This is an optimization exercise on Yosys and OpenROAD, whose aim is a short achievable clock period and few clock cycles per item, not a production implementation.
RTL that was checked went through simulation tests only; none was proved equivalent to the original.
Power figures rest on the tool's default switching activity, not on a simulated workload.

==> module u2v2_framer, before the edit <==
module u2v2_framer (
    input  wire        clk,
    input  wire        rst,           
    input  wire        rd_req,
    input  wire        rd_cancel,
    output wire        busy,
    output wire        out_valid,
    output wire [63:0] out_payload,
    output wire        in_ready,
    input  wire        in_valid,
    input  wire [7:0]  in_data
);
    localparam [7:0] START     = 8'h02;
    localparam [7:0] END_MARK  = 8'h03;
    localparam [7:0] KEY_CONST = 8'h26;
    reg         busy_q;
    reg         due_q;         
    reg         rdy_q;         
    reg         ov_q;          
    reg  [7:0]  h [1:12];      
    reg  [13:1] s_q;           
    reg  [11:0] sum_q;         
    reg         pre_ok_q;      
    reg  [63:0] pay_q;         
    wire take = rdy_q & ~rd_cancel & in_valid;
    wire fire = take & pre_ok_q & (in_data == END_MARK);
    reg busy_d, due_d;
    always @* begin
        if (!busy_q)
            busy_d = rd_req;
        else
            busy_d = ~(ov_q | rd_cancel);
        due_d = (due_q & ~(ov_q & busy_q)) | fire;
    end
    integer k;
    always @(posedge clk) begin
        if (rst) begin
            busy_q   <= 1'b0;
            due_q    <= 1'b0;
            rdy_q    <= 1'b0;
            ov_q     <= 1'b0;
            s_q      <= 13'd0;
            sum_q    <= 12'd0;
            pre_ok_q <= 1'b0;
            for (k = 1; k <= 12; k = k + 1)
                h[k] <= 8'd0;
        end else begin
            busy_q <= busy_d;
            due_q  <= due_d;
            rdy_q  <= busy_d & ~due_d;
            ov_q   <= busy_d & due_d;
            if (take) begin
                h[1] <= in_data;
                for (k = 2; k <= 12; k = k + 1)
                    h[k] <= h[k-1];
                s_q      <= fire ? 13'd0 : {s_q[12:1], in_data == START};
                sum_q    <= sum_q + {4'd0, h[1]} - {4'd0, h[11]};
                pre_ok_q <= ~fire & s_q[12] & ({4'd0, sum_q} == {h[1], in_data});
                if (!fire)
                    for (k = 0; k < 8; k = k + 1)
                        pay_q[63-8*k -: 8] <= h[9-k] ^ h[11] ^ KEY_CONST;
            end
        end
    end
    assign busy        = busy_q;
    assign in_ready    = rdy_q & ~rd_cancel;
    assign out_valid   = ov_q;
    assign out_payload = pay_q;
endmodule
clock: 9.0 ns
lec_check: 0
abc_clock_period_in_ps: 3500
cap_margin: 20
core_margin: 2
core_utilization: 50
place_density: 0.65
setup_slack_margin: 5
slew_margin: 20
standard.sh (not shown) runs the stock make flow with config.mk's settings and CLKGATE_MAP_FILE= SYNTH_SCRIPT=/design/flow/synth_recipe.tcl, a recipe that flattens the netlist after the stock synthesis.
==> flow/flow/run.sh <==
#!/bin/bash
# Standard ORFS layout (the standard.sh, standard synthesis unchanged) with a
# stricter timing-repair target and free cell resizing. Clock, SDC and all
# constraints are the design's; only how hard repair_timing works changes.
set -euo pipefail
bash standard.sh SETUP_SLACK_MARGIN="${MARGIN:-5.6}" MATCH_CELL_FOOTPRINT=0 finish > standard_make.log 2>&1
Testbench counts at the start, summed over its fixed seeds: cycles 17,366, items 960.
Rerun with:
--- a/flow/design.v
+++ b/flow/design.v
@@ -41,56 +41,49 @@
     localparam [7:0] END_MARK  = 8'h03;
     localparam [7:0] KEY_CONST = 8'h26;
     reg         busy_q;
-    reg         due_q;         
-    reg         rdy_q;         
-    reg         ov_q;          
     reg  [7:0]  h [1:12];      
     reg  [13:1] s_q;           
     reg  [11:0] sum_q;         
     reg         pre_ok_q;      
+    reg         arm_q;         
     reg  [63:0] pay_q;         
-    wire take = rdy_q & ~rd_cancel & in_valid;
-    wire fire = take & pre_ok_q & (in_data == END_MARK);
-    reg busy_d, due_d;
+    wire take = busy_q & ~rd_cancel & in_valid;
+    wire fire = arm_q & ~rd_cancel & in_valid & (in_data == END_MARK);
+    reg busy_d, pre_ok_d;
     always @* begin
         if (!busy_q)
             busy_d = rd_req;
         else
-            busy_d = ~(ov_q | rd_cancel);
-        due_d = (due_q & ~(ov_q & busy_q)) | fire;
+            busy_d = ~(fire | rd_cancel);
+        pre_ok_d = take ? (~fire & s_q[12] & ({4'd0, sum_q} == {h[1], in_data})) : pre_ok_q;
     end
     integer k;
     always @(posedge clk) begin
         if (rst) begin
             busy_q   <= 1'b0;
-            due_q    <= 1'b0;
-            rdy_q    <= 1'b0;
-            ov_q     <= 1'b0;
             s_q      <= 13'd0;
             sum_q    <= 12'd0;
             pre_ok_q <= 1'b0;
+            arm_q    <= 1'b0;
             for (k = 1; k <= 12; k = k + 1)
                 h[k] <= 8'd0;
         end else begin
-            busy_q <= busy_d;
-            due_q  <= due_d;
-            rdy_q  <= busy_d & ~due_d;
-            ov_q   <= busy_d & due_d;
+            busy_q   <= busy_d;
+            pre_ok_q <= pre_ok_d;
+            arm_q    <= busy_d & pre_ok_d;
             if (take) begin
                 h[1] <= in_data;
                 for (k = 2; k <= 12; k = k + 1)
                     h[k] <= h[k-1];
                 s_q      <= fire ? 13'd0 : {s_q[12:1], in_data == START};
                 sum_q    <= sum_q + {4'd0, h[1]} - {4'd0, h[11]};
-                pre_ok_q <= ~fire & s_q[12] & ({4'd0, sum_q} == {h[1], in_data});
-                if (!fire)
-                    for (k = 0; k < 8; k = k + 1)
-                        pay_q[63-8*k -: 8] <= h[9-k] ^ h[11] ^ KEY_CONST;
+                for (k = 0; k < 8; k = k + 1)
+                    pay_q[63-8*k -: 8] <= h[9-k] ^ h[11] ^ KEY_CONST;
             end
         end
     end
     assign busy        = busy_q;
-    assign in_ready    = rdy_q & ~rd_cancel;
-    assign out_valid   = ov_q;
+    assign in_ready    = busy_q & ~rd_cancel;
+    assign out_valid   = fire;
     assign out_payload = pay_q;
 endmodule
Wire length climbs by 1.3%.
Synthesized cell count drops by 1.6%.
Final area climbs by 0.79%.
Power drops by 6.2%.
Register-to-register slack degrades by 50 ps.
Setup slack degrades by 410 ps.
Die area drops by 0.91%.
Sequential power drops by about 1%.
Hold slack stays flat.
Sequential share of layout area drops by 0.80 points.
Function not checked in the second run of this note: the RTL went through the layout flow alone.

Starting RTL as in the previous note.
Settings: LEC_CHECK=0, ABC_CLOCK_PERIOD_IN_PS=3500, CAP_MARGIN=20, CORE_MARGIN=2, CORE_UTILIZATION=50, PLACE_DENSITY=0.65, SETUP_SLACK_MARGIN=5, SLEW_MARGIN=20; clock period 9.0 ns.
run.sh (not shown) runs the stock make flow with config.mk's settings and CLKGATE_MAP_FILE= SYNTH_SCRIPT=/design/flow/synth_recipe.tcl, a recipe that flattens the netlist after the stock synthesis.
Stock flow here: none of the scripts above is used.
Testbench counts at the start, summed over its fixed seeds: cycles 17,366, items 960.
Edit:
--- a/flow/design.v
+++ b/flow/design.v
@@ -40,57 +40,42 @@
     localparam [7:0] START     = 8'h02;
     localparam [7:0] END_MARK  = 8'h03;
     localparam [7:0] KEY_CONST = 8'h26;
     reg         busy_q;
-    reg         due_q;         
-    reg         rdy_q;         
-    reg         ov_q;          
     reg  [7:0]  h [1:12];      
     reg  [13:1] s_q;           
     reg  [11:0] sum_q;         
     reg         pre_ok_q;      
     reg  [63:0] pay_q;         
-    wire take = rdy_q & ~rd_cancel & in_valid;
+    wire take = busy_q & ~rd_cancel & in_valid;
     wire fire = take & pre_ok_q & (in_data == END_MARK);
-    reg busy_d, due_d;
-    always @* begin
-        if (!busy_q)
-            busy_d = rd_req;
-        else
-            busy_d = ~(ov_q | rd_cancel);
-        due_d = (due_q & ~(ov_q & busy_q)) | fire;
-    end
     integer k;
     always @(posedge clk) begin
         if (rst) begin
             busy_q   <= 1'b0;
-            due_q    <= 1'b0;
-            rdy_q    <= 1'b0;
-            ov_q     <= 1'b0;
             s_q      <= 13'd0;
             sum_q    <= 12'd0;
             pre_ok_q <= 1'b0;
             for (k = 1; k <= 12; k = k + 1)
                 h[k] <= 8'd0;
         end else begin
-            busy_q <= busy_d;
-            due_q  <= due_d;
-            rdy_q  <= busy_d & ~due_d;
-            ov_q   <= busy_d & due_d;
+            if (!busy_q)
+                busy_q <= rd_req;
+            else if (fire || rd_cancel)
+                busy_q <= 1'b0;
             if (take) begin
                 h[1] <= in_data;
                 for (k = 2; k <= 12; k = k + 1)
                     h[k] <= h[k-1];
                 s_q      <= fire ? 13'd0 : {s_q[12:1], in_data == START};
                 sum_q    <= sum_q + {4'd0, h[1]} - {4'd0, h[11]};
                 pre_ok_q <= ~fire & s_q[12] & ({4'd0, sum_q} == {h[1], in_data});
-                if (!fire)
-                    for (k = 0; k < 8; k = k + 1)
-                        pay_q[63-8*k -: 8] <= h[9-k] ^ h[11] ^ KEY_CONST;
+                for (k = 0; k < 8; k = k + 1)
+                    pay_q[63-8*k -: 8] <= h[9-k] ^ h[11] ^ KEY_CONST;
             end
         end
     end
     assign busy        = busy_q;
-    assign in_ready    = rdy_q & ~rd_cancel;
-    assign out_valid   = ov_q;
+    assign in_ready    = busy_q & ~rd_cancel;
+    assign out_valid   = fire;
     assign out_payload = pay_q;
 endmodule
Global-route usage went up by 0.76 points. First-iteration DRC count went down by about a fifth. Design area went up by a few percent. Sequential power went down slightly. Routed wire length went up by a few percent. Power went down by a few percent. Clock-buffer cell count went down by 3. Fmax went down by about a fifth. Sequential share of layout area went down by 1.9 points. Clock power went down by a few percent. Non-clock buffer count went up by 22. Sequential cell count went down by 3.
Function not checked in the second run of this note: the RTL went through the layout flow alone.

## what the ideal ports hide
The results above use ideal ports. As a check the final layouts listed here were re-extracted and re-timed, cells and wires unchanged.
Step 1 sets driving cells, clkbuf_16 on the clock port and buf_2 on the other inputs (assumed; they add their load-dependent delay and slew).
Step 2 adds t to the input delays and takes it off the output delays; t is the mean of the earliest and latest rising clock arrival at the registers after step 1. Input paths then give back, and output paths get back, about the clock's delay inside the block.
a / b / c = ideal / step 1 / step 2; a / b = the first two.
run | t (ns) | setup slack, ns | worst register clock-pin slew, ns | worst slew at a driven data input, ns | cell pins on the clock port's net
the first run of note 1 | 0.465 | 5.088 / 5.049 / 5.049 | 0.07 / 0.07 | 0.05 | 1
the second run of note 1 | 0.462 | 4.676 / 4.637 / 4.260 | 0.06 / 0.06 | 0.06 | 1
the first run of note 2 | 0.460 | 4.994 / 4.969 / 4.700 | 0.07 / 0.07 | 0.03 | 1
the second run of note 2 | 0.466 | 4.294 / 4.249 / 4.072 | 0.07 / 0.07 | 0.06 | 1
After both steps setup and hold are still met in every run listed. For the second run of note 1, which loses most, drivers alone change the setup slack by -0.039 ns; drivers and shift together by -0.416 ns.
